From an optimization exercise on the open Yosys and OpenROAD flow, aimed at small area, a short achievable clock period and few clock cycles; shortcuts taken in it are not production practice. At most, simulation tests tie the RTL to the original design; equivalence was not proved. For runs 1, 2 and 6, only the layout was checked, not whether the RTL still works. No activity file was given, so power comes from the tool's default toggle rates.

## design/flow/config.mk

```make
export PLATFORM = sky130hd
export DESIGN_NAME = bitrat_enc
export DESIGN_NICKNAME = bitrat_enc
export VERILOG_FILES = /design/flow/design.v
export SDC_FILE = /design/flow/constraint.sdc
export NUM_CORES = 4
export LEC_CHECK = 0
export CAP_MARGIN = 20
export CORE_MARGIN = 2
export CORE_UTILIZATION = 70
export SETUP_SLACK_MARGIN = 2.6
export SLEW_MARGIN = 20
export BUFFER_PORTS_ARGS = -buffer_cell sky130_fd_sc_hd__buf_1
```

## design/flow/constraint.sdc

```tcl
create_clock -name core_clock -period 5.0 [get_ports {clk}]
set_input_delay 1.0000 -clock core_clock [delete_from_list [all_inputs] [get_ports {clk}]]
set_output_delay 1.0000 -clock core_clock [all_outputs]
set_load 0.01 [all_outputs]
```

## design/flow/design.v

```verilog
module bitrat_enc (
    input  wire        clk,
    input  wire        rst,         
    input  wire        start,
    input  wire        prev_bit,
    input  wire [12:0] len,         
    output reg  [11:0] in_addr,
    input  wire [7:0]  in_data,
    output reg         out_we,
    output reg  [12:0] out_addr,
    output reg  [7:0]  out_data,
    output reg         busy,
    output reg         done,
    output reg  [7:0]  cmask,
    output reg  [3:0]  maskw,
    output wire [12:0] count,
    output wire        last
);
    localparam [2:0] S_IDLE = 3'd0,
                     S_B2   = 3'd1,   
                     S_B1   = 3'd2,   
                     S_RUN  = 3'd3,   
                     S_GW   = 3'd4,   
                     S_PW   = 3'd5,   
                     S_SW   = 3'd6,   
                     S_RB   = 3'd7;   
    reg [2:0]  st;
    reg [12:0] lenr;      
    reg        lastb;     
    reg        fullp;     
    reg        f_gs, f_bs, f_ps, f_ss;       
    reg        f_ge, f_be, f_pe, f_se;       
    reg [7:0]  d;
    reg        lit;       
    reg        mbit;      
    reg        mode;      
    reg [12:0] ocur;      
    reg [12:0] gpos, ppos, spos;
    reg        g_has, p_has, s_has;    
    reg        pend_pw, pend_sw;       
    reg [7:0]  gmask, pmask, smask;
    reg [5:0]  ln;        
    reg [12:0] ocur_b;
    reg        p_has_b, s_has_b, mbit_b;
    assign count = ocur;
    assign last  = mbit;
    function [10:0] inc11(input [10:0] x);
        integer i;
        for (i = 0; i < 11; i = i + 1)
            inc11[i] = x[i] ^ ((x & ((11'd1 << i) - 11'd1)) == ((11'd1 << i) - 11'd1));
    endfunction
    function [11:0] inc12(input [11:0] x);
        integer i;
        for (i = 0; i < 12; i = i + 1)
            inc12[i] = x[i] ^ ((x & ((12'd1 << i) - 12'd1)) == ((12'd1 << i) - 12'd1));
    endfunction
    function [6:0] dec7(input [6:0] x);
        integer i;
        for (i = 0; i < 7; i = i + 1)
            dec7[i] = x[i] ^ ((x & ((7'd1 << i) - 7'd1)) == 7'd0);
    endfunction
    function [10:0] dec11(input [10:0] x);
        integer i;
        for (i = 0; i < 11; i = i + 1)
            dec11[i] = x[i] ^ ((x & ((11'd1 << i) - 11'd1)) == 11'd0);
    endfunction
    wire [11:0] icur    = {dec11(in_addr[11:1]), in_addr[0]};
    wire grp_end  = f_ge || lastb;
    wire blk_end  = fullp && f_be;
    wire pair_end = f_pe || lastb;
    wire sec_end  = f_se || lastb;
    wire esc_mode = mode && fullp;
    wire [7:0] gm_base = f_gs ? 8'd0 : gmask;
    wire [7:0] pm_base = f_ps ? 8'd0 : pmask;
    wire [7:0] sm_base = f_ss ? 8'd0 : smask;
    wire [5:0] ln_base = f_bs ? 6'd0 : ln;
    wire       m_next  = (st == S_RUN && lit) ? d[0] : mbit;
    wire [7:0] gm_next = gm_base | (lit ? (8'h80 >> icur[2:0]) : 8'd0);
    wire       wr      = esc_mode || lit;
    wire       ng      = esc_mode ? f_bs : (lit && !g_has);
    wire [10:0] oh1    = inc11(ocur[12:2]);
    wire [1:0]  ol     = ocur[1:0];
    wire [12:0] o1     = {(ol == 2'd3) ? oh1 : ocur[12:2], ol + 2'd1};
    wire [12:0] o2     = {ol[1]        ? oh1 : ocur[12:2], ol + 2'd2};
    wire [12:0] waddr  = ng ? o1 : ocur;
    wire [12:0] onext  = ng ? o2 : o1;
    wire [5:0] ln_next = ln_base + {5'd0, lit} + {5'd0, lit && !g_has};
    wire       esc     = (ln_base > 6'd32) ||
                         (lit && ((ln_base >= 6'd32) || (!g_has && ln_base >= 6'd31)));
    wire [1:0] inc     = lit ? (g_has ? 2'd1 : 2'd2) : 2'd0;
    wire [1:0] q       = in_addr[4:3];
    wire       fits    = (q == 2'd1) ? ((inc == 2'd0) ? (ln_base <= 6'd5)  :
                                        (inc == 2'd1) ? (ln_base <= 6'd4)  : (ln_base <= 6'd3))  :
                         (q == 2'd2) ? ((inc == 2'd0) ? (ln_base <= 6'd14) :
                                        (inc == 2'd1) ? (ln_base <= 6'd13) : (ln_base <= 6'd12)) :
                         (q == 2'd3) ? ((inc == 2'd0) ? (ln_base <= 6'd23) :
                                        (inc == 2'd1) ? (ln_base <= 6'd22) : (ln_base <= 6'd21)) :
                                       ((inc == 2'd0) ? (ln_base <= 6'd32) :
                                        (inc == 2'd1) ? (ln_base <= 6'd31) : (ln_base <= 6'd30));
    wire       mism    = fullp && (mode ? (f_ge && fits) : esc);
    wire       p_act_n = p_has || wr;
    wire       s_act_n = s_has || wr;
    wire       gw      = grp_end && (esc_mode ? blk_end : lit);
    wire [7:0] pm_grp  = (grp_end && (gm_next != 8'd0)) ? (8'h80 >> icur[5:3]) : 8'd0;
    wire [7:0] pm_esc  = (blk_end && esc_mode && esc) ? (in_addr[5] ? 8'hF0 : 8'h0F) : 8'd0;
    wire [7:0] sm_bit  = (pair_end && p_act_n) ? (8'h80 >> icur[8:6]) : 8'd0;
    wire [7:0] cm_bit  = (sec_end && s_act_n) ? (8'h80 >> icur[11:9]) : 8'd0;
    wire pw_run  = pair_end && p_act_n;
    wire sw_run  = sec_end && s_act_n;
    wire fin_run = gw || pw_run || sec_end;
    wire fin_st  = (st == S_GW) ? (pend_pw || sec_end) :
                   (st == S_PW) ? sec_end : lastb;
    wire stall   = (st == S_GW) || (st == S_PW) || (st == S_SW);
    wire step    = ((st == S_RUN) && !fin_run) || (stall && !fin_st);
    wire [6:0]  base_hi = (in_addr[4:0] < 5'd3) ? dec7(in_addr[11:5]) : in_addr[11:5];
    reg [2:0] st_n;
    reg       fin_n;      
    always @(*) begin
        st_n  = st;
        fin_n = 1'b0;
        case (st)
            S_IDLE: if (start && len != 13'd0) st_n = S_B2;
            S_B2:   st_n = S_B1;
            S_B1:   st_n = S_RUN;
            S_RB:   st_n = S_B2;
            S_RUN: begin
                if (mism)         st_n = S_RB;
                else if (gw)      st_n = S_GW;
                else if (pw_run)  st_n = S_PW;
                else if (sec_end) st_n = S_SW;
            end
            S_GW: begin
                if (pend_pw)      st_n = S_PW;
                else if (sec_end) st_n = S_SW;
                else              st_n = S_RUN;
            end
            S_PW: begin
                if (sec_end) st_n = S_SW;
                else         st_n = S_RUN;
            end
            S_SW: begin
                if (lastb) fin_n = 1'b1;
                else       st_n = S_RUN;
            end
            default: st_n = S_IDLE;
        endcase
        if (fin_n) st_n = S_IDLE;
    end
    always @(posedge clk) begin
        if (rst) begin
            st     <= S_IDLE;
            busy   <= 1'b0;
            done   <= 1'b0;
            out_we <= 1'b0;
        end else begin
            st     <= st_n;
            busy   <= (st_n != S_IDLE);
            done   <= fin_n || (st == S_IDLE && start && len == 13'd0);
            out_we <= ((st == S_RUN) && (wr || (!esc_mode && g_has))) ||
                      (st == S_GW) || (st == S_PW) || (st == S_SW && pend_sw);
        end
    end
    always @(posedge clk) begin
        case (st)
            S_GW: begin
                out_addr <= gpos;
                out_data <= esc_mode ? 8'h00 : gmask;
            end
            S_PW: begin
                out_addr <= ppos;
                out_data <= pmask;
            end
            S_SW: begin
                out_addr <= spos;
                out_data <= smask;
            end
            default: begin
                out_addr <= wr ? waddr : gpos;
                out_data <= wr ? d : gm_base;
            end
        endcase
        if (!stall) begin
            d   <= in_data;
            lit <= m_next ? (in_data != 8'hFF) : (in_data != 8'h00);
        end
        if (step || st == S_B2 || st == S_B1)
            in_addr <= inc12(in_addr);
        if (step) begin
            lastb <= (in_addr == lenr[11:0]);
            if (in_addr[5:0] == 6'd1)
                fullp <= ({1'b0, in_addr[11:6]} < lenr[12:6]);
            f_gs  <= (in_addr[2:0] == 3'd1);
            f_bs  <= (in_addr[4:0] == 5'd1);
            f_ps  <= (in_addr[5:0] == 6'd1);
            f_ss  <= (in_addr[8:0] == 9'd1);
            f_ge  <= (in_addr[2:0] == 3'd0);
            f_be  <= (in_addr[4:0] == 5'd0);
            f_pe  <= (in_addr[5:0] == 6'd0);
            f_se  <= (in_addr[8:0] == 9'd0);
        end
        case (st)
            S_IDLE: begin
                if (start) begin
                    lenr    <= len;
                    maskw   <= len[12:9] + {3'd0, (len[8:0] != 9'd0)};
                    lastb   <= (len == 13'd1);
                    fullp   <= (len[12:6] != 7'd0);
                    f_gs    <= 1'b1;
                    f_bs    <= 1'b1;
                    f_ps    <= 1'b1;
                    f_ss    <= 1'b1;
                    f_ge    <= 1'b0;
                    f_be    <= 1'b0;
                    f_pe    <= 1'b0;
                    f_se    <= 1'b0;
                    g_has   <= 1'b0;
                    p_has   <= 1'b0;
                    s_has   <= 1'b0;
                    mbit    <= prev_bit;
                    mode    <= 1'b0;
                    in_addr <= 12'd0;
                    spos    <= 13'd0;
                    ppos    <= 13'd1;
                    ocur    <= (len == 13'd0) ? 13'd0 : 13'd2;
                    cmask   <= 8'd0;
                end
            end
            S_RB: begin
                in_addr <= {base_hi, 5'd0};
                lastb   <= 1'b0;
                fullp   <= 1'b1;
                f_gs    <= 1'b1;
                f_bs    <= 1'b1;
                f_ps    <= !base_hi[0];
                f_ss    <= (base_hi[3:0] == 4'd0);
                f_ge    <= 1'b0;
                f_be    <= 1'b0;
                f_pe    <= 1'b0;
                f_se    <= 1'b0;
                mode    <= ~mode;
                ocur    <= ocur_b;
                smask   <= smask & ~(8'h80 >> base_hi[3:1]);
                cmask   <= cmask & ~(8'h80 >> base_hi[6:4]);
                g_has   <= 1'b0;
                p_has   <= p_has_b;
                s_has   <= s_has_b;
                mbit    <= mbit_b;
            end
            S_RUN: begin
                if (f_bs && fullp) begin
                    ocur_b  <= ocur;
                    p_has_b <= p_has;
                    s_has_b <= s_has;
                    mbit_b  <= mbit;
                end
                if (ng) gpos <= ocur;
                if (lit) mbit <= d[0];
                if (wr) ocur <= onext;
                gmask   <= gm_next;
                ln      <= ln_next;
                g_has   <= !grp_end && (g_has || lit);
                p_has   <= !pair_end && p_act_n;
                s_has   <= !sec_end && s_act_n;
                pend_pw <= pw_run;
                pend_sw <= sw_run;
                pmask   <= pm_base | pm_grp | pm_esc;
                smask   <= sm_base | sm_bit;
                cmask   <= cmask | cm_bit;
            end
            S_PW: begin
                if (!sec_end) begin
                    ppos <= ocur;
                    ocur <= o1;
                end
            end
            S_SW: begin
                if (lastb) begin
                    ocur <= !pend_sw ? spos : !pend_pw ? ppos : ocur;
                end else if (pend_sw) begin
                    if (pend_pw) begin
                        spos <= ocur;
                        ppos <= o1;
                        ocur <= o2;
                    end else begin
                        spos <= ppos;
                        ppos <= ocur;
                        ocur <= o1;
                    end
                end
            end
            default: ;
        endcase
    end
endmodule
```

## design/flow/flow/run.sh

```bash
#!/bin/bash
# Standard layout, with the port buffers made from the smallest buffer
# (buf_1) instead of the default choice; repair may still resize them.
set -euo pipefail
echo 'export BUFFER_PORTS_ARGS = -buffer_cell sky130_fd_sc_hd__buf_1' >> config.mk
bash standard.sh finish > standard.log 2>&1
```

## design/flow/standard.sh

```bash
#!/bin/bash
# synth_recipe.tcl (not shown) runs the flow's synth.tcl, then flattens the netlist and writes it again
# the make line also repeats each setting of config.mk as NAME=value (left out here)
make -C /OpenROAD-flow-scripts/flow DESIGN_CONFIG=/design/flow/config.mk WORK_HOME=/design/flow/orfs CLKGATE_MAP_FILE= SYNTH_SCRIPT=/design/flow/synth_recipe.tcl "${@:-finish}"
```

==> impl_metrics.ini, run 1 <==
[cts]
cts_buffers = 17
insertion_delay_ns = 0.44
cts_max_path_buffers = 2
tritoncts = yes
cts.sinks = 188
cts.htree.levels = 4
root_buffer = clkbuf_16
postCtsHoldBufs = 0
clk_pin_slew_ns = 0.07

[timing]
period_minus_slack_ns = 2.46
setup_viol = 0
slew_viol_final = 0
fin_crit_sh_pct = 49.3
slew_headroom_pct = 41.8
setup_tns_ns = 0
fmax_ghz = 0.406
rsz0062_at_grt = yes
finClkSkew_ns = 0.0106
final_hold_viol_count = 0
worst_pin_slew_ns = 0.872

[logic_synthesis]
synthCells = 1070
yosysWarnings = 1
async_flop_share_pct = 0
yosysTopAreaCell = edfxtp_1
syn-cell-area_um2 = 10600
yosysUniqueCellTypes = 81
synth_area_leaders = edfxtp_1 39%, dfxtp_1 9.2%, ha_1 3.5%, nand2_1 3.5%, o21ai_0 3.4%
ys_seq_area_share_pct = 48.4
synth_edf_count = 139
ys_ff_latch = 188
synthFlopType = edfxtp_1
synth_top_area_share_pct = 39.2
synth_nets = 1127
post_synth.cell_area_avg_um2 = 9.94

[flow_run]
maxCapViolations = 0

[worst_hold_path]
hp-class = flop to flop

[drt]
ant_nets = 0
drcViolationCount = 0
dr.pass1.iters = 8
drt_iter0_markers = 1961
vias = 9871
viasPerCell = 7.14
wire_per_inst_um = 23.6
wirelength_mm = 32.6

[setup_path]
crit_slowest_cell = or3_4
r2r_slack_ns = 2.54
reg2reg_from = in_addr[2]$_DFF_P_
cp-end-kind = flop
start_kind = flop
crit_family = compound AO/OA/AOI/OAI gates
path_cells = clkinvlp_4, ha_4, a2111oi_4, buf_6, buf_4, nand2_2, xnor2_4, or3_4, a32o_1
cp_max_fo = 5
crit_end = cmask[5]$_DFFE_PP_
worstPathArrival_ns = 2.66
r2r_cells = 9
critPathLaunch = in_addr[2]$_DFF_P_
critical_path_class = flop to flop
cp.depth = 9
crit_buf_inv = 3
worst_ep_required_time_ns = 5.20
slowest_delay_ns = 0.39
reg2reg_to = cmask[5]$_DFFE_PP_

[die]
core_area_um2 = 15000
rows = 45
io_pins = 87
die_height_um = 127
die_area_um2 = 16200
die_w_um = 127
initial_core_util_pct = 70.8

[global_routing]
grt_pass1_wl_mm = 48.5
antenna_found_initial = 0
grt_max_degree = 36
first_global_vias = 8648
track_usage_pct = 39.4
overflow = 0

[placement]
gp_congestion = 0.950
io_buffers = 86
hpwl_mm = 20.7
dp.cells = 1289

[power]
leakage_nw = 4.52
ir_worst_vdd_mv = 0.436
cellPowerDensity_nw_per_um2 = 576

[status]
status = timing/DRC/antenna clean

[cells_and_area]
fin_cells = 1383
drive_gt1_share_pct = 17.1
diodes = 0
layout.nets = 1239
area_delta_synth_final_pct = 17.9
area by class of cell:
class                      instances  area (um^2)
sequential                       188         5190
inverter                          45          189
fill                             904         2490
timing repair inverter             1         5.00
timing repair buffer             160          915
clock buffer                      19          453
clock inverter                    13          186
tap                              188          235
multi-input combinational        769         5380
where the power goes:
| part | switching, W | internal [W] |
|---|---|---|
| clock | 0.000601 | 0.000867 |
| sequential | 0.000364 | 0.00213 |
| combinational | 0.00197 | 0.00130 |
| total | 0.00293 | 0.00430 |
logic make-up after synthesis:
group / Yosys count / synth area share [%]
AND/OR/NAND/NOR: 343 / 15.4
AO/OA/AOI/OAI: 306 / 20.0
flip-flops: 188 / 48.4
buffers and inverters: 113 / 4.47
XOR/XNOR: 51 / 4.20
multiplexers: 37 / 3.56
adder cells (fa/ha/maj): 32 / 3.90
cell usage after synthesis, drive strengths merged, types with 10 or more instances:
cell      n
nor3     25
nor2b    16
and3     12
dfxtp    49
a21oi    61
nand2   100
a32oi    10
o21ai    76
xor2     18
inv      45
mux2i    30
edfxtp  139
nand4    11
o22ai    15
o31ai    11
clkbuf   33
xnor2    33
ha       30
buf      35
nor2     92
a31oi    15
nand3    43
a32o     10
cells in the final DEF, fill, tap and decap left out, types with 9 or more instances in the layout:
| cell | n |
|---|---|
| dfxtp_1 | 35 |
| inv_1 | 35 |
| a222oi_1 | 9 |
| nand2_1 | 92 |
| xnor2_1 | 30 |
| nor2b_1 | 13 |
| o31ai_1 | 10 |
| a32oi_1 | 10 |
| nand3_1 | 43 |
| nor3_1 | 21 |
| clkbuf_16 | 17 |
| a32o_1 | 9 |
| xor2_1 | 16 |
| edfxtp_1 | 139 |
| o21ai_0 | 64 |
| mux2i_1 | 30 |
| buf_1 | 86 |
| buf_4 | 67 |
| and3_1 | 11 |
| ha_1 | 25 |
| nor2_1 | 86 |
| o22ai_1 | 13 |
| nand4_1 | 10 |
| a31oi_1 | 15 |
| a21oi_1 | 58 |
state kept, by name, summed over array words and instances (netlist names), 3 cells and up:
| signal | count |
|---|---|
| cmask | 8 |
| d | 8 |
| gmask | 8 |
| gpos | 13 |
| in_addr | 12 |
| lenr | 13 |
| ln | 6 |
| maskw | 4 |
| ocur | 13 |
| ocur_b | 13 |
| out_addr | 13 |
| out_data | 8 |
| pmask | 8 |
| ppos | 13 |
| smask | 8 |
| spos | 13 |
| st | 3 |
per-layer routing:
metal,track usage (%),part of all wire [%]
met5,0,0
met4,11.8,2.9
met3,12.1,15
met2,56.6,43
met1,58.1,39
what timing repair did:
action,in CTS,in global routing
endpoints found under the setup margin,216,81
setup buffers,34,27
pin swaps,9,15
gates cloned,1,0
resized for setup,56,48
worst min path at each step:
stage	to	slack, ns	startpoint	depth (start not counted)
5_1_grt	s_has_b$_DFFE_PP_	0.50	s_has$_DFFE_PP_	0
2_1_floorplan	s_has_b$_DFFE_PP_	0.43	s_has$_DFFE_PP_	0
4_1_cts	s_has_b$_DFFE_PP_	0.48	s_has$_DFFE_PP_	0
3_3_place_gp	s_has_b$_DFFE_PP_	0.47	s_has$_DFFE_PP_	0
3_5_place_dp	s_has_b$_DFFE_PP_	0.47	s_has$_DFFE_PP_	0
6_report	s_has_b$_DFFE_PP_	0.49	s_has$_DFFE_PP_	0
metrics by stage:
stage          setup slack [ns]  power (W)  hold slack (ns)  area (um^2)  util, %
6_report                   2.54    0.00723            0.493        12500     83.5
5_1_grt                    2.47    0.00750            0.498        12500     83.5
4_1_cts                    2.55    0.00675            0.483        12100     80.7
3_5_place_dp               1.46    0.00493            0.475        11000     73.4
3_3_place_gp               1.62    0.00488            0.466        11000     73.3
2_1_floorplan              2.50    0.00419            0.427        10700        -
==> inputs of run 2 (changes only) <==
--- a/design/flow/design.v
+++ b/design/flow/design.v
@@ -36,4 +36,5 @@
     reg        mode;      
     reg [12:0] ocur;      
+    reg [10:0] oh1r;      
     reg [12:0] gpos, ppos, spos;
     reg        g_has, p_has, s_has;    
@@ -79,5 +80,8 @@
     wire       wr      = esc_mode || lit;
     wire       ng      = esc_mode ? f_bs : (lit && !g_has);
-    wire [10:0] oh1    = inc11(ocur[12:2]);
+    wire [10:0] oh1    = oh1r;
+    wire        c1     = (ocur[1:0] == 2'd3);    
+    wire        c2     = ocur[1];                
+    wire [10:0] oh1_up = inc11(oh1r);
     wire [1:0]  ol     = ocur[1:0];
     wire [12:0] o1     = {(ol == 2'd3) ? oh1 : ocur[12:2], ol + 2'd1};
@@ -223,4 +227,5 @@
                     ppos    <= 13'd1;
                     ocur    <= (len == 13'd0) ? 13'd0 : 13'd2;
+                    oh1r    <= 11'd1;
                     cmask   <= 8'd0;
                 end
@@ -240,4 +245,5 @@
                 mode    <= ~mode;
                 ocur    <= ocur_b;
+                oh1r    <= inc11(ocur_b[12:2]);
                 smask   <= smask & ~(8'h80 >> base_hi[3:1]);
                 cmask   <= cmask & ~(8'h80 >> base_hi[6:4]);
@@ -257,4 +263,5 @@
                 if (lit) mbit <= d[0];
                 if (wr) ocur <= onext;
+                if (wr && (ng ? c2 : c1)) oh1r <= oh1_up;
                 gmask   <= gm_next;
                 ln      <= ln_next;
@@ -272,4 +279,5 @@
                     ppos <= ocur;
                     ocur <= o1;
+                    if (c1) oh1r <= oh1_up;
                 end
             end
@@ -282,8 +290,10 @@
                         ppos <= o1;
                         ocur <= o2;
+                        if (c2) oh1r <= oh1_up;
                     end else begin
                         spos <= ppos;
                         ppos <= ocur;
                         ocur <= o1;
+                        if (c1) oh1r <= oh1_up;
                     end
                 end
--- a/design/flow/config.mk
+++ b/design/flow/config.mk
@@ -9,5 +9,5 @@
 export CORE_MARGIN = 2
 export CORE_UTILIZATION = 70
-export SETUP_SLACK_MARGIN = 2.6
+export SETUP_SLACK_MARGIN = 2.7
 export SLEW_MARGIN = 20
 export BUFFER_PORTS_ARGS = -buffer_cell sky130_fd_sc_hd__buf_1
==> run 2 against run 1 <==
Utilization is 1.6 points higher. First-iteration DRC count is 4.0% lower. Critical path depth is 2 lower. Setup slack better by 0.084 ns. Critical endpoint is now ocur[9]$_DFFE_PP_. Highest routed layer is now met5.
==> impl_metrics.ini, run 2 <==
[status]
status = timing/DRC/antenna clean

[die]
die_area_um2 = 17300
rows = 46
die_w_um = 132
initial_core_util_pct = 71.7
io_pins = 87
die_height_um = 132
core_area_um2 = 15900

[logic_synthesis]
yosysUniqueCellTypes = 84
ys_seq_area_share_pct = 48.2
syn-cell-area_um2 = 11400
ys_top_cells_by_count = 150 x edfxtp_1, 109 x nor2_1, 108 x nand2_1
synth_most_common_cell = edfxtp_1
post_synth.cell_area_avg_um2 = 9.97
synth_edf_count = 150
yosysTopAreaCell = edfxtp_1
synthFlopType = edfxtp_1
synth_top_area_share_pct = 39.5
yosysWarnings = 1
synth_area_leaders = edfxtp_1 40%, dfxtp_1 8.6%, mux2i_1 4.7%, ha_1 3.8%, nor2_1 3.6%
async_flop_share_pct = 0
synthCells = 1143
synth_nets = 1204
ys_ff_latch = 199

[drt]
ant_nets = 0
drt_iter0_markers = 1882
drcViolationCount = 0
dr.pass1.iters = 9
vias = 10544
viasPerCell = 7.08
wirelength_mm = 36.5
wire_per_inst_um = 24.5

[cts]
insertion_delay_ns = 0.44
cts.sinks = 199
clk_pin_slew_ns = 0.08
tritoncts = yes
cts_max_path_buffers = 2
root_buffer = clkbuf_16
cts.htree.levels = 4
cts_buffers = 17

[global_routing]
first_global_vias = 9677
grt_pass1_wl_mm = 53.4
antenna_found_initial = 1
overflow = 0
grt_max_degree = 48
track_usage_pct = 39.5

[setup_path]
worstPathArrival_ns = 2.70
cp-end-kind = flop
crit_slowest_cell = nor3_1
path_cells = buf_8, inv_1, nand3_4, nor3_1, a21oi_4, a21oi_1, o21a_1
start_kind = flop
cp_max_fo = 22
crit_buf_inv = 2
critical_path_class = flop to flop
worst_ep_required_time_ns = 5.32
slowest_delay_ns = 0.65
crit_family = simple AND/OR/NAND/NOR gates

[flow_run]
maxCapViolations = 0

[timing]
setup_viol = 0
fmax_ghz = 0.420
fin_crit_sh_pct = 47.6
finClkSkew_ns = 0.0106
final_hold_viol_count = 0
slew_headroom_pct = 14.9
setup_tns_ns = 0
worst_pin_slew_ns = 1.27
slew_viol_final = 0
hold_slack_ns = 0.482
rsz0062_at_grt = yes
period_minus_slack_ns = 2.38
setup_slack_ns = 2.62

[cells_and_area]
diodes = 0
drive_gt1_share_pct = 17.6
final_common_cell = edfxtp_1
area_delta_synth_final_pct = 18.6
mostFrequentLayoutCells = 150 x edfxtp_1, 105 x nand2_1, 102 x nor2_1
layout.nets = 1322

[placement]
io_buffers = 86
dp_slack_ns = 1.56
gp_congestion = 0.953
hpwl_mm = 21.9

[power]
ir_worst_vdd_mv = 0.234
leakage_nw = 4.94
cellPowerDensity_nw_per_um2 = 316

[worst_hold_path]
hp-class = flop to flop
-- run 2: layout make-up --
type	count	area, um^2
inverter	37	193
clock inverter	15	120
timing repair inverter	1	8.76
multi-input combinational	829	5820
fill	900	2380
clock buffer	17	425
timing repair buffer	176	1150
tap	216	270
sequential	199	5520
-- run 2: path summary, 6_finish.rpt --
path               startpoint           endpoint  slack [ns]  cells after the start
max          st[0]$_SDFF_PP0_  ocur[9]$_DFFE_PP_        2.62                      7
min              f_be$_DFF_P_       f_be$_DFF_P_        0.48                      2
max reg2reg  st[0]$_SDFF_PP0_  ocur[9]$_DFFE_PP_        2.62                      7
min reg2reg      f_be$_DFF_P_       f_be$_DFF_P_        0.48                      2
-- run 2: repair_timing --
action	4_1_cts	5_1_grt
resized for setup	65	51
endpoints found under the setup margin	214	127
gates cloned	2	2
hold buffers	0	0
buffers inserted	29	45
pin swaps	9	14
-- run 2: worst min-delay path: cells and delay by family (launching register included) --
family / cells / cell delay [ns]
simple gates: 1 / 0.05
flops: 1 / 0.32
compound gates: 1 / 0.06
-- run 2: logic make-up (layout without fill, tap and decap cells) --
group / Yosys count / count (layout) / share of synthesized area, %
multiplexers: 55 / 55 / 4.86
AND/OR/NAND/NOR: 394 / 395 / 16.4
adder cells (fa/ha/maj): 36 / 36 / 4.02
flip-flops: 199 / 199 / 48.2
AO/OA/AOI/OAI: 301 / 301 / 18.7
XOR/XNOR: 42 / 42 / 3.23
buffers and inverters: 116 / 246 / 4.59
-- run 2: per-layer routing --
| layer | global-route usage [%] | up-vias | share of wire [%] |
|---|---|---|---|
| li1 | - | 4514 | - |
| met1 | 55.8 | 5012 | 38 |
| met2 | 58.1 | 899 | 44 |
| met3 | 13.3 | 117 | 15 |
| met4 | 11.7 | 2 | 2.9 |
| met5 | 0 | - | 0.033 |
-- run 2: report_power, final --
| group | switching (W) | internal, W |
|---|---|---|
| Clock | 0.000667 | 0.000648 |
| Sequential | 0.000138 | 0.00191 |
| Combinational | 0.000531 | 0.000369 |
| Total | 0.00134 | 0.00293 |
-- run 2: stage by stage --
step | util (%) | total power [W] | instances | cell area (um^2)
6_report | 85.0 | 0.00426 | 1490 | 13500
3_3_place_gp | 74.1 | 0.00274 | 1380 | 11800
3_5_place_dp | 74.1 | 0.00275 | 1380 | 11800
2_1_floorplan | - | 0.00253 | 1143 | 11500
5_1_grt | 85.0 | 0.00438 | 1490 | 13500
4_1_cts | 81.3 | 0.00411 | 1443 | 12900
==> inputs of run 3 (changes only) <==
--- a/design/flow/design.v
+++ b/design/flow/design.v
@@ -36,5 +36,4 @@
     reg        mode;      
     reg [12:0] ocur;      
-    reg [10:0] oh1r;      
     reg [12:0] gpos, ppos, spos;
     reg        g_has, p_has, s_has;    
@@ -80,8 +79,5 @@
     wire       wr      = esc_mode || lit;
     wire       ng      = esc_mode ? f_bs : (lit && !g_has);
-    wire [10:0] oh1    = oh1r;
-    wire        c1     = (ocur[1:0] == 2'd3);    
-    wire        c2     = ocur[1];                
-    wire [10:0] oh1_up = inc11(oh1r);
+    wire [10:0] oh1    = inc11(ocur[12:2]);
     wire [1:0]  ol     = ocur[1:0];
     wire [12:0] o1     = {(ol == 2'd3) ? oh1 : ocur[12:2], ol + 2'd1};
@@ -108,6 +104,6 @@
     wire [7:0] pm_grp  = (grp_end && (gm_next != 8'd0)) ? (8'h80 >> icur[5:3]) : 8'd0;
     wire [7:0] pm_esc  = (blk_end && esc_mode && esc) ? (in_addr[5] ? 8'hF0 : 8'h0F) : 8'd0;
-    wire [7:0] sm_bit  = (pair_end && p_act_n) ? (8'h80 >> icur[8:6]) : 8'd0;
-    wire [7:0] cm_bit  = (sec_end && s_act_n) ? (8'h80 >> icur[11:9]) : 8'd0;
+    wire [7:0] sm_bit  = (pair_end && p_act_n && !mism) ? (8'h80 >> icur[8:6]) : 8'd0;
+    wire [7:0] cm_bit  = (sec_end && s_act_n && !mism) ? (8'h80 >> icur[11:9]) : 8'd0;
     wire pw_run  = pair_end && p_act_n;
     wire sw_run  = sec_end && s_act_n;
@@ -227,5 +223,4 @@
                     ppos    <= 13'd1;
                     ocur    <= (len == 13'd0) ? 13'd0 : 13'd2;
-                    oh1r    <= 11'd1;
                     cmask   <= 8'd0;
                 end
@@ -245,7 +240,4 @@
                 mode    <= ~mode;
                 ocur    <= ocur_b;
-                oh1r    <= inc11(ocur_b[12:2]);
-                smask   <= smask & ~(8'h80 >> base_hi[3:1]);
-                cmask   <= cmask & ~(8'h80 >> base_hi[6:4]);
                 g_has   <= 1'b0;
                 p_has   <= p_has_b;
@@ -263,5 +255,4 @@
                 if (lit) mbit <= d[0];
                 if (wr) ocur <= onext;
-                if (wr && (ng ? c2 : c1)) oh1r <= oh1_up;
                 gmask   <= gm_next;
                 ln      <= ln_next;
@@ -279,5 +270,4 @@
                     ppos <= ocur;
                     ocur <= o1;
-                    if (c1) oh1r <= oh1_up;
                 end
             end
@@ -290,10 +280,8 @@
                         ppos <= o1;
                         ocur <= o2;
-                        if (c2) oh1r <= oh1_up;
                     end else begin
                         spos <= ppos;
                         ppos <= ocur;
                         ocur <= o1;
-                        if (c1) oh1r <= oh1_up;
                     end
                 end
==> design/flow/flow/run.sh (replaced) <==
#!/bin/bash
# Standard layout, with two changes: the port buffers are made from the
# smallest buffer (buf_1) instead of the default choice (repair may still
# resize them), and adders are left to ABC instead of being mapped to
# ripple chains of half/full adder cells before it.
set -euo pipefail
echo 'export BUFFER_PORTS_ARGS = -buffer_cell sky130_fd_sc_hd__buf_1' >> config.mk
echo 'export ADDER_MAP_FILE =' >> config.mk
bash standard.sh finish > standard.log 2>&1
--- a/design/flow/config.mk
+++ b/design/flow/config.mk
@@ -9,5 +9,6 @@
 export CORE_MARGIN = 2
 export CORE_UTILIZATION = 70
-export SETUP_SLACK_MARGIN = 2.7
+export SETUP_SLACK_MARGIN = 2.6
 export SLEW_MARGIN = 20
 export BUFFER_PORTS_ARGS = -buffer_cell sky130_fd_sc_hd__buf_1
+export ADDER_MAP_FILE =
==> run 3 against run 2 <==
Largest power group unchanged. Sequential power increased by 3%. Via count shrank 9.2%. Utilization down 3.1 points. Still clean on timing, DRC and antenna. Cell area is 12% lower.
==> impl_metrics.ini, run 3 <==
[status]
status = timing/DRC/antenna clean

[timing]
fin_crit_sh_pct = 48.3
fmax_ghz = 0.414
finClkSkew_ns = 0.00883
setup_tns_ns = 0
worst_pin_slew_ns = 0.896
setup_viol = 0
period_minus_slack_ns = 2.42
slew_headroom_pct = 39.8
rsz0062_at_grt = yes
final_hold_viol_count = 0
slew_viol_final = 0

[cts]
cts.sinks = 188
clk_pin_slew_ns = 0.07
cts_max_path_buffers = 2
root_buffer = clkbuf_16
cts_buffers = 17
tritoncts = yes
cts.htree.levels = 4
insertion_delay_ns = 0.44

[drt]
drcViolationCount = 0
ant_nets = 0
wire_per_inst_um = 23.7
viasPerCell = 7.16
wirelength_mm = 31.7
dr.pass1.iters = 9
vias = 9579
drt_iter0_markers = 1646

[logic_synthesis]
synth_simple_gate_area_share_pct = 16.7
synth_top_family_by_area = compound AO/OA/AOI/OAI gates
synthFlopType = edfxtp_1
yosysTopAreaCell = edfxtp_1
synth_most_common_cell = edfxtp_1
synthAdderAreaFrac_pct = 0.195
yosysUniqueCellTypes = 82
synth_top_area_share_pct = 41.6
synth_area_leaders = edfxtp_1 42%, dfxtp_1 9.0%, nor2_1 4.0%, o21ai_0 3.7%, a21oi_1 3.4%
synth_nets = 1076
ys_seq_area_share_pct = 50.6
synth_edf_count = 142
yosysWarnings = 1
ys_ff_latch = 188
async_flop_share_pct = 0
synth_xor_area_share_pct = 4.61
syn-cell-area_um2 = 10200
post_synth.cell_area_avg_um2 = 9.75
ys_top_cells_by_count = 142 x edfxtp_1, 109 x nor2_1, 86 x nand2_1
synth-compound-area-share_pct = 20.7
synthMuxAreaShare_pct = 2.49
synthCells = 1051

[die]
rows = 44
core_area_um2 = 14400
io_pins = 87
die_height_um = 125
die_w_um = 125
die_area_um2 = 15600
initial_core_util_pct = 71.1

[setup_path]
worstPathArrival_ns = 2.53
r2r_slack_ns = 2.58
cp-end-kind = flop
slowest_delay_ns = 0.42
worst_ep_required_time_ns = 5.12
path_cells = clkbuf_8, nand2b_1, nor2_2, nor2_1, o31ai_2, buf_4
critPathLaunch = st[1]$_SDFF_PP0_
crit_slowest_cell = nor2_2
reg2reg_to = ppos[3]$_DFFE_PP_
cp_max_fo = 43
reg2reg_from = st[1]$_SDFF_PP0_
critical_path_class = flop to flop
start_kind = flop
r2r_cells = 6

[power]
leakage_nw = 4.16
cellPowerDensity_nw_per_um2 = 395
ir_worst_vdd_mv = 0.275

[worst_hold_path]
min_to = f_be$_DFF_P_
hp-start = f_be$_DFF_P_
min_path_cells = 2
hp-class = flop to flop

[global_routing]
first_global_vias = 8779
antenna_found_initial = 0
grt_pass1_wl_mm = 48.3
track_usage_pct = 39.6
overflow = 0
grt_max_degree = 44

[cells_and_area]
diodes = 0
area_delta_synth_final_pct = 15.3
layout.nets = 1166
drive_gt1_share_pct = 14.1
final_common_cell = edfxtp_1
fin_cells = 1338
mostFrequentLayoutCells = 142 x edfxtp_1, 103 x nor2_1, 86 x buf_1

[placement]
io_buffers = 86
gp_congestion = 0.931
dp.cells = 1261
hpwl_mm = 19.9

[flow_run]
maxCapViolations = 0
## run 3: where the power goes
| part | internal [W] | switching, W | total [W] |
|---|---|---|---|
| combinational | 0.000463 | 0.000773 | 0.00124 |
| sequential | 0.00189 | 0.000227 | 0.00212 |
| clock | 0.000716 | 0.000599 | 0.00131 |
## run 3: logic make-up (layout without fill, tap and decap cells)
family	Yosys count	in the layout
flops	188	188
simple gates	349	350
xor+xnor	54	54
compound gates	317	317
mux	25	25
buf+inv	116	218
fa+ha+maj	2	2
## run 3: worst max-delay path, delay by kind of cell (launching register included)
family / cells / cell delay (ns)
buf+inv: 2 / 0.60
compound gates: 1 / 0.24
flops: 1 / 0.34
simple gates: 3 / 0.92
## run 3: through the flow
stage	power [W]	utilization (%)	hold slack (ns)	instance area [um^2]	setup WS, ns
6_report	0.00467	81.9	0.460	11800	2.58
5_1_grt	0.00482	81.9	0.476	11800	2.55
4_1_cts	0.00456	79.8	0.457	11500	2.60
3_5_place_dp	0.00321	73.7	0.447	10600	1.86
3_3_place_gp	0.00319	73.7	0.433	10600	1.95
2_1_floorplan	0.00287	-	0.427	10300	2.51
## run 3: area by class of cell
cell class              count  area [um^2]
clock buffers              23          508
clock inverters             9         57.6
fillers                   874         2600
inverters                  37          153
multi-input cells         748         4810
flip-flops and latches    188         5200
well taps                 184          230
repair buffers            147          848
repair inverters            2         10.0
## run 3: per-layer routing
layer	wire, um	track usage [%]
met4	1060	13.5
met1	11700	56.5
met5	0	0
met3	4720	9.76
met2	14200	60.0
## run 3: worst max-delay path by stage
stage | to | slack, ns
finish | ppos[3]$_DFFE_PP_ | 2.58
global route | ppos[4]$_DFFE_PP_ | 2.55
CTS | ppos[4]$_DFFE_PP_ | 2.60
detailed placement | in_addr[11]$_DFFE_PP_ | 1.86
global placement | in_addr[11]$_DFFE_PP_ | 1.95
floorplan | spos[0]$_SDFFCE_PN0P_ | 2.51
## run 3: timing repair
item,4_1_cts,5_1_grt
gates cloned,3,1
pin swaps,1,4
hold buffers,0,0
resized for setup,39,33
setup buffers,18,23
setup endpoints to repair,123,59
Testbench counts of run 3, summed over its fixed seeds: cycles 340,437.
==> inputs of run 4 (changes only) <==
--- a/design/flow/config.mk
+++ b/design/flow/config.mk
@@ -9,5 +9,5 @@
 export CORE_MARGIN = 2
 export CORE_UTILIZATION = 70
-export SETUP_SLACK_MARGIN = 2.6
+export SETUP_SLACK_MARGIN = 2.9
 export SLEW_MARGIN = 20
 export BUFFER_PORTS_ARGS = -buffer_cell sky130_fd_sc_hd__buf_1
==> run 4 against run 3 <==
Largest cell class is now multi-input combinational cells. Critical endpoint is now in_addr[6]$_DFF_P_. Total power increased by 18%. Synthesized cell count unchanged. Still clean. Area after synthesis unchanged. Combinational power increased by 63%. Cell area increased by 15%. Clock power increased by 6%. Critical path type unchanged. Non-clock buffer count increased by 103. First-iteration DRC count increased by 120%. Critical path depth increased by 5. Sequential share of layout area decreased by 5.5 points. Register-to-register slack got worse by 0.26 ns. Die area unchanged.
==> impl_metrics.ini, run 4 <==
[logic_synthesis]
async_flop_share_pct = 0
synth_edf_count = 142
synthCells = 1051
synthFlopType = edfxtp_1
synth_top_area_share_pct = 41.6
ys_seq_area_share_pct = 50.6
post_synth.cell_area_avg_um2 = 9.75
yosysTopAreaCell = edfxtp_1
ys_ff_latch = 188
synth_area_leaders = edfxtp_1 42%, dfxtp_1 9.0%, nor2_1 4.0%, o21ai_0 3.7%, a21oi_1 3.4%
yosysWarnings = 1
synth_most_common_cell = edfxtp_1
syn-cell-area_um2 = 10200
synth_nets = 1076
ys_top_cells_by_count = 142 x edfxtp_1, 109 x nor2_1, 86 x nand2_1
yosysUniqueCellTypes = 82

[setup_path]
reg2reg_from = lit$_DFFE_PN_
reg2reg_to = in_addr[6]$_DFF_P_
crit_slowest_cell = edfxtp_1
start_kind = flop
slowest_delay_ns = 0.44
worst_ep_required_time_ns = 5.38
r2r_cells = 11
worstPathArrival_ns = 3.05
cp-end-kind = flop
crit_top_cell = buf_6
r2r_slack_ns = 2.33
cp_max_fo = 4
critical_path_class = flop to flop
path_cells = buf_6, buf_12, buf_6, a21boi_4, o22ai_4, buf_6, buf_6, nand4_1, a21oi_2, nor2b_4, o31a_1

[global_routing]
antenna_found_initial = 0
first_global_vias = 9942
overflow = 0
grt_pass1_wl_mm = 56.3
grt_max_degree = 42
track_usage_pct = 46.5

[drt]
vias = 12052
drcViolationCount = 0
dr.pass1.iters = 17
ant_nets = 0
wire_per_inst_um = 32.9
wirelength_mm = 47.5
viasPerCell = 8.35
drt_iter0_markers = 3618

[placement]
gp_congestion = 0.960
io_buffers = 86
hpwl_mm = 19.4
dp.cells = 1255

[flow_run]
maxCapViolations = 0

[cts]
cts.htree.levels = 4
clk_pin_slew_ns = 0.07
cts_buffers = 17
root_buffer = clkbuf_16
cts_max_path_buffers = 2
insertion_delay_ns = 0.46
tritoncts = yes
cts.sinks = 188

[cells_and_area]
mostFrequentLayoutCells = 142 x edfxtp_1, 117 x buf_4, 97 x nor2_1
fill_cells = 400
area_delta_synth_final_pct = 32.8
fin_cells = 1444
layout.nets = 1272
final_common_cell = edfxtp_1
diodes = 0
drive_gt1_share_pct = 28.6

[timing]
final_hold_viol_count = 0
slew_headroom_pct = 41.3
fmax_ghz = 0.374
rsz0062_at_grt = yes
setup_tns_ns = 0
worst_pin_slew_ns = 0.880
slew_viol_final = 0
setup_viol = 0
fin_crit_sh_pct = 53.5
period_minus_slack_ns = 2.67
finClkSkew_ns = 0.0176

[worst_hold_path]
hp-class = flop to flop
hp-start = s_has$_DFFE_PP_
min_to = s_has_b$_DFFE_PP_
min_path_cells = 0

[die]
core_area_um2 = 14400
die_height_um = 125
die_w_um = 125
die_area_um2 = 15600
initial_core_util_pct = 71.1
io_pins = 87
rows = 44

[power]
ir_worst_vdd_mv = 0.319
pwr-share-comb_pct = 36.6
leakage_nw = 4.93
cellPowerDensity_nw_per_um2 = 404
seqPwrFrac_pct = 38.0
power.internal_w = 0.00341
p_sw_share_pct = 37.9
p_sw_w = 0.00209
clkPwrFrac_pct = 25.3

[status]
status = timing/DRC/antenna clean
[run 4: cell counts after synthesis]
No cell type changed its count.
[run 4: worst max path at each step]
stage                            endpoint        startpoint  depth (start not counted)
floorplan               ocur[1]$_DFFE_PP_            len[8]                          3
global placement    in_addr[11]$_DFFE_PP_  st[2]$_SDFF_PP0_                          7
detailed placement  in_addr[11]$_DFFE_PP_  st[2]$_SDFF_PP0_                          7
CTS                 in_addr[11]$_DFFE_PP_     lit$_DFFE_PN_                          8
global route           in_addr[6]$_DFF_P_     lit$_DFFE_PN_                         11
finish                 in_addr[6]$_DFF_P_     lit$_DFFE_PN_                         11
[run 4: kinds of logic (layout without fill, tap and decap cells)]
kind of cell	after synthesis	after routing	synth area share (%)
mux	25	25	2.49
buf+inv	116	321	4.74
flops	188	188	50.6
fa+ha+maj	2	2	0.195
simple gates	349	351	16.7
xor+xnor	54	54	4.61
compound gates	317	319	20.7
[run 4: through the flow]
| stage | total power, W | cell area (um^2) | hold WS [ns] | setup WS (ns) | util [%] |
|---|---|---|---|---|---|
| floorplan | 0.00289 | 10300 | 0.425 | 2.63 | - |
| global placement | 0.00320 | 10600 | 0.431 | 1.74 | 73.8 |
| detailed placement | 0.00322 | 10600 | 0.452 | 1.59 | 73.8 |
| CTS | 0.00486 | 12600 | 0.461 | 2.76 | 87.6 |
| global route | 0.00551 | 13600 | 0.502 | 2.33 | 94.3 |
| finish | 0.00550 | 13600 | 0.517 | 2.33 | 94.3 |
[run 4: timing repair]
item	in CTS	in global routing
gates cloned	8	4
resized for setup	148	117
setup endpoints to repair	256	120
hold buffers	0	0
pin swaps	34	52
setup buffers	93	52
[run 4: critical path, delay by kind of cell (launching register included)]
kind	cells	cell delay, ns
buffers and inverters	5	0.66
AOI/OAI and AO/OA	4	1.06
DFF	1	0.44
and+or+nand+nor	2	0.45
[run 4: layout make-up]
type / count / area, um^2 / share of cell area, %
clock inverters: 9 / 85.1 / 0.625
multi-input cells: 751 / 5400 / 39.7
well taps: 184 / 230 / 1.69
clock buffers: 23 / 499 / 3.67
inverters: 37 / 161 / 1.19
repair inverters: 2 / 10.0 / 0.0736
flip-flops and latches: 188 / 5240 / 38.5
repair buffers: 250 / 1990 / 14.6
[run 4: power groups by stage]
stage / logic (W) / registers (W) / clock network [W]
floorplan: 0.000846 / 0.00204 / 0
global placement: 0.00104 / 0.00215 / 0
detailed placement: 0.00106 / 0.00216 / 0
CTS: 0.00145 / 0.00206 / 0.00134
global route: 0.00202 / 0.00208 / 0.00141
finish: 0.00202 / 0.00209 / 0.00139
[run 4: per-layer routing]
metal	GRT usage, %	vias to the layer above	share of wire (%)
li1	-	4353	-
met1	62.0	5282	30
met2	69.5	1751	40
met3	14.3	664	19
met4	23.5	2	12
met5	0	-	0.13
==> inputs of run 5 (changes only) <==
--- a/design/flow/config.mk
+++ b/design/flow/config.mk
@@ -9,5 +9,5 @@
 export CORE_MARGIN = 2
 export CORE_UTILIZATION = 70
-export SETUP_SLACK_MARGIN = 2.9
+export SETUP_SLACK_MARGIN = 2.7
 export SLEW_MARGIN = 20
 export BUFFER_PORTS_ARGS = -buffer_cell sky130_fd_sc_hd__buf_1
==> run 5 against run 4 <==
Still clean on timing, DRC and antenna. First-iteration DRC count decreased by 52%. Die area unchanged. Utilization decreased by 11 points. Synthesized cell count unchanged. Critical endpoint is now cmask[4]$_SDFFCE_PN0P_.
==> impl_metrics.ini, run 5 <==
[logic_synthesis]
ys_top_cells_by_count = 142 x edfxtp_1, 109 x nor2_1, 86 x nand2_1
synth_top_area_share_pct = 41.6
synthFlopType = edfxtp_1
synth_nets = 1076
post_synth.cell_area_avg_um2 = 9.75
synth_most_common_cell = edfxtp_1
yosysTopAreaCell = edfxtp_1
yosysUniqueCellTypes = 82
synthCells = 1051
synth_area_leaders = edfxtp_1 42%, dfxtp_1 9.0%, nor2_1 4.0%, o21ai_0 3.7%, a21oi_1 3.4%
ys_ff_latch = 188
yosysWarnings = 1
syn-cell-area_um2 = 10200
synth_edf_count = 142
ys_seq_area_share_pct = 50.6
async_flop_share_pct = 0

[placement]
gp_congestion = 0.948
io_buffers = 86
hpwl_mm = 19.9
dp.cells = 1258

[setup_path]
slowest_delay_ns = 0.52
cp_max_fo = 7
start_kind = flop
crit_slowest_cell = edfxtp_1
cp-end-kind = flop
worstPathArrival_ns = 2.59
reg2reg_from = g_has$_SDFFCE_PN0P_
crit_buf_inv = 3
critPathLaunch = g_has$_SDFFCE_PN0P_
worst_ep_required_time_ns = 5.21
path_cells = buf_4, nor4b_2, o21a_1, nor3b_4, buf_12, buf_4, nor4_1, o21a_1
critical_path_class = flop to flop
crit_family = simple AND/OR/NAND/NOR gates

[worst_hold_path]
hp-start = f_be$_DFF_P_
hp-class = flop to flop

[die]
die_area_um2 = 15600
core_area_um2 = 14400
io_pins = 87
die_w_um = 125
die_height_um = 125
initial_core_util_pct = 71.1
rows = 44

[power]
leakage_nw = 4.26
cellPowerDensity_nw_per_um2 = 392
finalPower_w = 0.00472
ir_worst_vdd_mv = 0.328

[cells_and_area]
fin_cells = 1351
multi_input_area_um2 = 4880
drive_gt1_share_pct = 16.5
layout.nets = 1179
mostFrequentLayoutCells = 142 x edfxtp_1, 102 x nor2_1, 86 x buf_1
fill_cells = 854
final_common_cell = edfxtp_1
diodes = 0
seq_area_um2 = 5210
area_delta_synth_final_pct = 17.6

[cts]
tritoncts = yes
cts_max_path_buffers = 2
postCtsHoldBufs = 0
insertion_delay_ns = 0.45
cts_buffers = 17
cts.htree.levels = 4
root_buffer = clkbuf_16
cts.sinks = 188
clk_pin_slew_ns = 0.07

[timing]
rsz0062_at_grt = yes
fin_crit_sh_pct = 47.5
setup_viol = 0
finClkSkew_ns = 0.00924
slew_headroom_pct = 30.3
period_minus_slack_ns = 2.38
fmax_ghz = 0.421
final_hold_viol_count = 0
setup_tns_ns = 0
hold_slack_ns = 0.461
slew_viol_final = 0
worst_pin_slew_ns = 1.05

[global_routing]
track_usage_pct = 38.7
first_global_vias = 8536
grt_pass1_wl_mm = 47.2
overflow = 0
antenna_found_initial = 0
grt_max_degree = 35

[status]
status = timing/DRC/antenna clean

[drt]
wirelength_mm = 31.9
wire_per_inst_um = 23.6
dr.pass1.iters = 14
ant_nets = 0
vias = 9658
drcViolationCount = 0
viasPerCell = 7.15
drt_iter0_markers = 1741

[flow_run]
maxCapViolations = 0
## run 5: cell counts after synthesis
Identical to the previous run, type by type.
## run 5: area by class of cell
class / instances / share of cell area, %
sequential: 188 / 43.2
multi-input combinational: 747 / 40.5
timing repair buffer: 161 / 8.48
clock buffer: 23 / 4.06
tap: 184 / 1.91
inverter: 37 / 1.27
clock inverter: 9 / 0.519
timing repair inverter: 2 / 0.0831
## run 5: kinds of logic (layout without fill, tap and decap cells)
group	after synthesis	after routing	synth area share, %
buffers and inverters	116	232	4.74
AND/OR/NAND/NOR	349	349	16.7
adder cells (fa/ha/maj)	2	2	0.195
XOR/XNOR	54	54	4.61
multiplexers	25	25	2.49
flip-flops	188	188	50.6
AO/OA/AOI/OAI	317	317	20.7
## run 5: path summary, 6_finish.rpt
path | endpoint | slack [ns] | depth (start not counted)
min | f_be$_DFF_P_ | 0.46 | 2
min reg2reg | f_be$_DFF_P_ | 0.46 | 2
max reg2reg | cmask[4]$_SDFFCE_PN0P_ | 2.62 | 8
max | cmask[4]$_SDFFCE_PN0P_ | 2.62 | 8
## run 5: tightest hold or removal path, stage by stage (launching register included)
cell,delay (ns)
dfxtp_1,0.31
nand2_1,0.05
a21oi_1,0.05
## run 5: report_power, final
group,switching [W],internal (W)
logic,0.000792,0.000505
registers,0.000238,0.00189
clock network,0.000597,0.000693
total,0.00163,0.00309
## run 5: metrics by stage
stage                     cell area (um^2)  setup WS, ns  utilization (%)
final                                12100          2.62             83.6
after detailed placement             10600          1.89             73.6
after global routing                 12100          2.53             83.6
after global placement               10600          1.97             73.6
after CTS                            11700          2.59             80.8
after floorplan                      10300          2.63                -
## run 5: layer usage
layer / global-route usage, % / wire length [um]
met5: 0 / 38
met4: 13.1 / 1180
met3: 8.64 / 4490
met2: 58.5 / 14100
met1: 56.2 / 12100
## run 5: what timing repair did
item,CTS,global route
setup endpoints to repair,149,88
resized for setup,66,35
gates cloned,3,2
buffers inserted,29,27
pin swaps,3,9
==> inputs of run 6 (changes only) <==
--- a/design/flow/design.v
+++ b/design/flow/design.v
@@ -17,13 +17,21 @@
     output wire        last
 );
-    localparam [2:0] S_IDLE = 3'd0,
-                     S_B2   = 3'd1,   
-                     S_B1   = 3'd2,   
-                     S_RUN  = 3'd3,   
-                     S_GW   = 3'd4,   
-                     S_PW   = 3'd5,   
-                     S_SW   = 3'd6,   
-                     S_RB   = 3'd7;   
-    reg [2:0]  st;
+    localparam I_IDLE = 0,
+               I_B2   = 1,   
+               I_B1   = 2,   
+               I_RUN  = 3,   
+               I_GW   = 4,   
+               I_PW   = 5,   
+               I_SW   = 6,   
+               I_RB   = 7;   
+    localparam [7:0] S_IDLE = 8'd1 << I_IDLE,
+                     S_B2   = 8'd1 << I_B2,
+                     S_B1   = 8'd1 << I_B1,
+                     S_RUN  = 8'd1 << I_RUN,
+                     S_GW   = 8'd1 << I_GW,
+                     S_PW   = 8'd1 << I_PW,
+                     S_SW   = 8'd1 << I_SW,
+                     S_RB   = 8'd1 << I_RB;
+    reg [7:0]  st;
     reg [12:0] lenr;      
     reg        lastb;     
@@ -75,5 +83,5 @@
     wire [7:0] sm_base = f_ss ? 8'd0 : smask;
     wire [5:0] ln_base = f_bs ? 6'd0 : ln;
-    wire       m_next  = (st == S_RUN && lit) ? d[0] : mbit;
+    wire       m_next  = (st[I_RUN] && lit) ? d[0] : mbit;
     wire [7:0] gm_next = gm_base | (lit ? (8'h80 >> icur[2:0]) : 8'd0);
     wire       wr      = esc_mode || lit;
@@ -109,20 +117,20 @@
     wire sw_run  = sec_end && s_act_n;
     wire fin_run = gw || pw_run || sec_end;
-    wire fin_st  = (st == S_GW) ? (pend_pw || sec_end) :
-                   (st == S_PW) ? sec_end : lastb;
-    wire stall   = (st == S_GW) || (st == S_PW) || (st == S_SW);
-    wire step    = ((st == S_RUN) && !fin_run) || (stall && !fin_st);
+    wire fin_st  = st[I_GW] ? (pend_pw || sec_end) :
+                   st[I_PW] ? sec_end : lastb;
+    wire stall   = st[I_GW] || st[I_PW] || st[I_SW];
+    wire step    = (st[I_RUN] && !fin_run) || (stall && !fin_st);
     wire [6:0]  base_hi = (in_addr[4:0] < 5'd3) ? dec7(in_addr[11:5]) : in_addr[11:5];
-    reg [2:0] st_n;
+    reg [7:0] st_n;
     reg       fin_n;      
     always @(*) begin
         st_n  = st;
         fin_n = 1'b0;
-        case (st)
-            S_IDLE: if (start && len != 13'd0) st_n = S_B2;
-            S_B2:   st_n = S_B1;
-            S_B1:   st_n = S_RUN;
-            S_RB:   st_n = S_B2;
-            S_RUN: begin
+        case (1'b1)
+            st[I_IDLE]: if (start && len != 13'd0) st_n = S_B2;
+            st[I_B2]:   st_n = S_B1;
+            st[I_B1]:   st_n = S_RUN;
+            st[I_RB]:   st_n = S_B2;
+            st[I_RUN]: begin
                 if (mism)         st_n = S_RB;
                 else if (gw)      st_n = S_GW;
@@ -130,14 +138,14 @@
                 else if (sec_end) st_n = S_SW;
             end
-            S_GW: begin
+            st[I_GW]: begin
                 if (pend_pw)      st_n = S_PW;
                 else if (sec_end) st_n = S_SW;
                 else              st_n = S_RUN;
             end
-            S_PW: begin
+            st[I_PW]: begin
                 if (sec_end) st_n = S_SW;
                 else         st_n = S_RUN;
             end
-            S_SW: begin
+            st[I_SW]: begin
                 if (lastb) fin_n = 1'b1;
                 else       st_n = S_RUN;
@@ -155,21 +163,21 @@
         end else begin
             st     <= st_n;
-            busy   <= (st_n != S_IDLE);
-            done   <= fin_n || (st == S_IDLE && start && len == 13'd0);
-            out_we <= ((st == S_RUN) && (wr || (!esc_mode && g_has))) ||
-                      (st == S_GW) || (st == S_PW) || (st == S_SW && pend_sw);
+            busy   <= !st_n[I_IDLE];
+            done   <= fin_n || (st[I_IDLE] && start && len == 13'd0);
+            out_we <= (st[I_RUN] && (wr || (!esc_mode && g_has))) ||
+                      st[I_GW] || st[I_PW] || (st[I_SW] && pend_sw);
         end
     end
     always @(posedge clk) begin
-        case (st)
-            S_GW: begin
+        case (1'b1)
+            st[I_GW]: begin
                 out_addr <= gpos;
                 out_data <= esc_mode ? 8'h00 : gmask;
             end
-            S_PW: begin
+            st[I_PW]: begin
                 out_addr <= ppos;
                 out_data <= pmask;
             end
-            S_SW: begin
+            st[I_SW]: begin
                 out_addr <= spos;
                 out_data <= smask;
@@ -184,5 +192,5 @@
             lit <= m_next ? (in_data != 8'hFF) : (in_data != 8'h00);
         end
-        if (step || st == S_B2 || st == S_B1)
+        if (step || st[I_B2] || st[I_B1])
             in_addr <= inc12(in_addr);
         if (step) begin
@@ -199,6 +207,6 @@
             f_se  <= (in_addr[8:0] == 9'd0);
         end
-        case (st)
-            S_IDLE: begin
+        case (1'b1)
+            st[I_IDLE]: begin
                 if (start) begin
                     lenr    <= len;
@@ -226,5 +234,5 @@
                 end
             end
-            S_RB: begin
+            st[I_RB]: begin
                 in_addr <= {base_hi, 5'd0};
                 lastb   <= 1'b0;
@@ -245,5 +253,5 @@
                 mbit    <= mbit_b;
             end
-            S_RUN: begin
+            st[I_RUN]: begin
                 if (f_bs && fullp) begin
                     ocur_b  <= ocur;
@@ -266,5 +274,5 @@
                 cmask   <= cmask | cm_bit;
             end
-            S_PW: begin
+            st[I_PW]: begin
                 if (!sec_end) begin
                     ppos <= ocur;
@@ -272,5 +280,5 @@
                 end
             end
-            S_SW: begin
+            st[I_SW]: begin
                 if (lastb) begin
                     ocur <= !pend_sw ? spos : !pend_pw ? ppos : ocur;
==> design/flow/flow/run.sh (replaced) <==
#!/bin/bash
# Standard layout, with the port buffers made from the smallest buffer
# (buf_1) instead of the default choice; repair may still resize them.
set -euo pipefail
echo 'export BUFFER_PORTS_ARGS = -buffer_cell sky130_fd_sc_hd__buf_1' >> config.mk
bash standard.sh finish > standard.log 2>&1
--- a/design/flow/config.mk
+++ b/design/flow/config.mk
@@ -9,6 +9,5 @@
 export CORE_MARGIN = 2
 export CORE_UTILIZATION = 70
-export SETUP_SLACK_MARGIN = 2.7
+export SETUP_SLACK_MARGIN = 2.8
 export SLEW_MARGIN = 20
 export BUFFER_PORTS_ARGS = -buffer_cell sky130_fd_sc_hd__buf_1
-export ADDER_MAP_FILE =
==> run 6 against run 5 <==
Global-route usage rose by 2.1 points. Sequential share of layout area is 3.2 points lower. Utilization grew 4.8 points. Count of clock-buffer cells in the layout fell by 4. Still clean. Clock skew up 0.0028 ns. Total power increased by 1.6%. Register-to-register slack worse by 0.06 ns. Hold slack gained 0.019 ns. Combinational power is 5% higher. Final cell count rose by 7.3%.
==> impl_metrics.ini, run 6 <==
[power]
finalPower_w = 0.00479
leakage_nw = 4.95
cellPowerDensity_nw_per_um2 = 360
ir_worst_vdd_mv = 0.355

[setup_path]
cp_max_fo = 8
cp.depth = 7
worstPathArrival_ns = 2.75
crit_slowest_cell = edfxtp_1
worst_ep_required_time_ns = 5.32
critPathLaunch = lit$_DFFE_PN_
reg2reg_to = fullp$_DFF_P_
reg2reg_from = lit$_DFFE_PN_
cp-end-kind = flop
r2r_cells = 7
slowest_delay_ns = 0.52
path_cells = buf_4, a211oi_4, o21ai_4, o31a_4, nor3_4, mux2i_1, a22oi_1
start_kind = flop
r2r_slack_ns = 2.57
critical_path_class = flop to flop
crit_family = compound AO/OA/AOI/OAI gates
crit_buf_inv = 1

[logic_synthesis]
synth_area_leaders = edfxtp_1 40%, dfxtp_1 9.5%, nand2_1 3.8%, ha_1 3.6%, nor2_1 3.6%
async_flop_share_pct = 0
ys_seq_area_share_pct = 49.1
synth_nets = 1165
yosysTopAreaCell = edfxtp_1
post_synth.cell_area_avg_um2 = 9.70
syn-cell-area_um2 = 10800
synth_most_common_cell = edfxtp_1
ys_top_cells_by_count = 142 x edfxtp_1, 109 x nand2_1, 102 x nor2_1
synthCells = 1109
synth_edf_count = 142
synthFlopType = edfxtp_1
yosysWarnings = 1
ys_ff_latch = 193
yosysUniqueCellTypes = 80
synth_top_area_share_pct = 39.7

[drt]
wirelength_mm = 37.1
wl_met3_mm = 5.82
drt_iter0_markers = 2170
wl_met1_mm = 13.2
vias = 10528
top_layer = met4
wire_per_inst_um = 25.6
dr.pass1.iters = 8
ant_nets = 0
drcViolationCount = 0
viasPerCell = 7.26
met2_length_mm = 16.4

[cells_and_area]
multi_input_area_um2 = 5580
drive_gt1_share_pct = 23.1
final_common_cell = edfxtp_1
seq_area_um2 = 5330
post-route-util_pct = 88.3
layout.nets = 1305
fin_cells = 1450
mostFrequentLayoutCells = 142 x edfxtp_1, 102 x nand2_1, 93 x nor2_1
fill_cells = 712
area_delta_synth_final_pct = 24.0
diodes = 0

[die]
die_area_um2 = 16400
io_pins = 87
die_height_um = 128
rows = 45
initial_core_util_pct = 71.3
die_w_um = 128
core_area_um2 = 15100

[timing]
setup_viol = 0
setup_tns_ns = 0
slew_viol_final = 0
period_minus_slack_ns = 2.43
finClkSkew_ns = 0.0120
rsz0062_at_grt = yes
slew_headroom_pct = 46.8
fin_crit_sh_pct = 48.7
final_hold_viol_count = 0
fmax_ghz = 0.411
worst_pin_slew_ns = 0.796

[worst_hold_path]
min_path_cells = 2
hp-start = gmask[6]$_DFFE_PP_
min_to = out_data[6]$_DFF_P_
hp-class = flop to flop

[flow_run]
maxCapViolations = 0

[cts]
cts_max_path_buffers = 2
cts.htree.levels = 4
root_buffer = clkbuf_16
postCtsHoldBufs = 0
cts.sinks = 193
clk_pin_slew_ns = 0.07
tritoncts = yes
cts_buffers = 17
insertion_delay_ns = 0.45

[global_routing]
track_usage_pct = 40.8
antenna_found_initial = 0
grt_max_degree = 60
first_global_vias = 9069
overflow = 0
grt_pass1_wl_mm = 50.8

[placement]
hpwl_mm = 20.3
io_buffers = 86
dp.cells = 1324
gp_congestion = 0.945

[status]
status = timing/DRC/antenna clean
[run 6: cell types whose count changed after synthesis, sizes merged, moves of 9 or more]
cell,delta
xor2,-9
ha,+31
o21ai,-18
or3,+12
o31ai,-16
inv,+31
nand2,+22
a211oi,+9
[run 6: metal layers]
metal / vias up / track usage [%]
met4: 0 / 13.0
met5: - / 0
li1: 4372 / -
met2: 1111 / 60.9
met3: 215 / 10.4
met1: 4830 / 59.1
[run 6: worst max-delay path by stage]
stage	slack, ns	endpoint
finish	2.57	fullp$_DFF_P_
global route	2.51	ocur[5]$_SDFFCE_PP0P_
CTS	2.68	pmask[2]$_DFFE_PP_
detailed placement	2.00	ocur_b[6]$_DFFE_PP_
global placement	2.10	ocur_b[6]$_DFFE_PP_
floorplan	2.47	maskw[2]$_DFFE_PP_
[run 6: layout make-up]
cell class / instances / share of cell area, %
clock buffer: 19 / 3.57
clock inverter: 13 / 1.06
inverter: 67 / 2.08
multi-input combinational: 778 / 41.8
sequential: 193 / 40.0
tap: 188 / 1.76
timing repair buffer: 192 / 9.70
[run 6: repair_timing]
action / CTS / global route
pin swaps: 28 / 27
setup buffers: 61 / 30
resized for setup: 103 / 80
gates cloned: 1 / 2
setup endpoints to repair: 199 / 77
[run 6: logic make-up after synthesis]
| logic type | synth area share, % |
|---|---|
| and+or+nand+nor | 16.4 |
| AOI/OAI and AO/OA | 18.9 |
| DFF | 49.1 |
| buffers and inverters | 5.24 |
| xor gates and xnor gates | 3.83 |
| muxes | 2.96 |
| adders and majority gates | 3.61 |
[run 6: stage by stage]
step                      setup slack (ns)  instance area [um^2]  hold slack, ns
after floorplan                       2.47                 10900           0.425
after global placement                2.10                 11200           0.461
after detailed placement              2.00                 11200           0.465
after CTS                             2.68                 12700           0.482
after global routing                  2.51                 13300           0.513
final                                 2.57                 13300           0.480
[run 6: worst register-to-register path, cell delays in order (launching register included)]
cell and delay, ns:
edfxtp_1 0.52, buf_4 0.21, a211oi_4 0.27, o21ai_4 0.12, o31a_4 0.44, nor3_4 0.30
mux2i_1 0.31, a22oi_1 0.12
[run 6: power by group]
part	switching [W]	internal, W	total (W)
Clock	0.000669	0.000765	0.00143
Sequential	0.000118	0.00188	0.00200
Combinational	0.000831	0.000528	0.00136

[afterwards: timing with drivers on the ports]
The results above use ideal ports. As a check the final layouts listed here were re-extracted and re-timed, cells and wires unchanged.
Step 1 sets driving cells, clkbuf_16 on the clock port and buf_2 on the other inputs (assumed; they add their load-dependent delay and slew).
Step 2, shift: input delay + t, output delay - t, t = (earliest + latest rising clock arrival at the registers) / 2. This alone moves slack from input paths to output paths.
a / b / c = no drivers / after step 1 / after step 2; a / b = the first two.
run | shift t [ns] | slack for setup (ns) | pins driven straight from the clock port
run 1 | 0.487 | 2.536 / 2.536 / 2.276 | 1
run 2 | 0.484 | 2.620 / 2.620 / 2.267 | 1
run 3 | 0.477 | 2.584 / 2.584 / 2.327 | 1
run 4 | 0.500 | 2.326 / 2.326 / 2.152 | 1
run 5 | 0.491 | 2.623 / 2.623 / 2.360 | 1
run 6 | 0.493 | 2.566 / 2.566 / 2.267 | 1
After both steps every run listed still meets setup and hold. The setup slack of run 2, which loses most, moves by 0.000 ns with the drivers and by -0.353 ns with both steps.
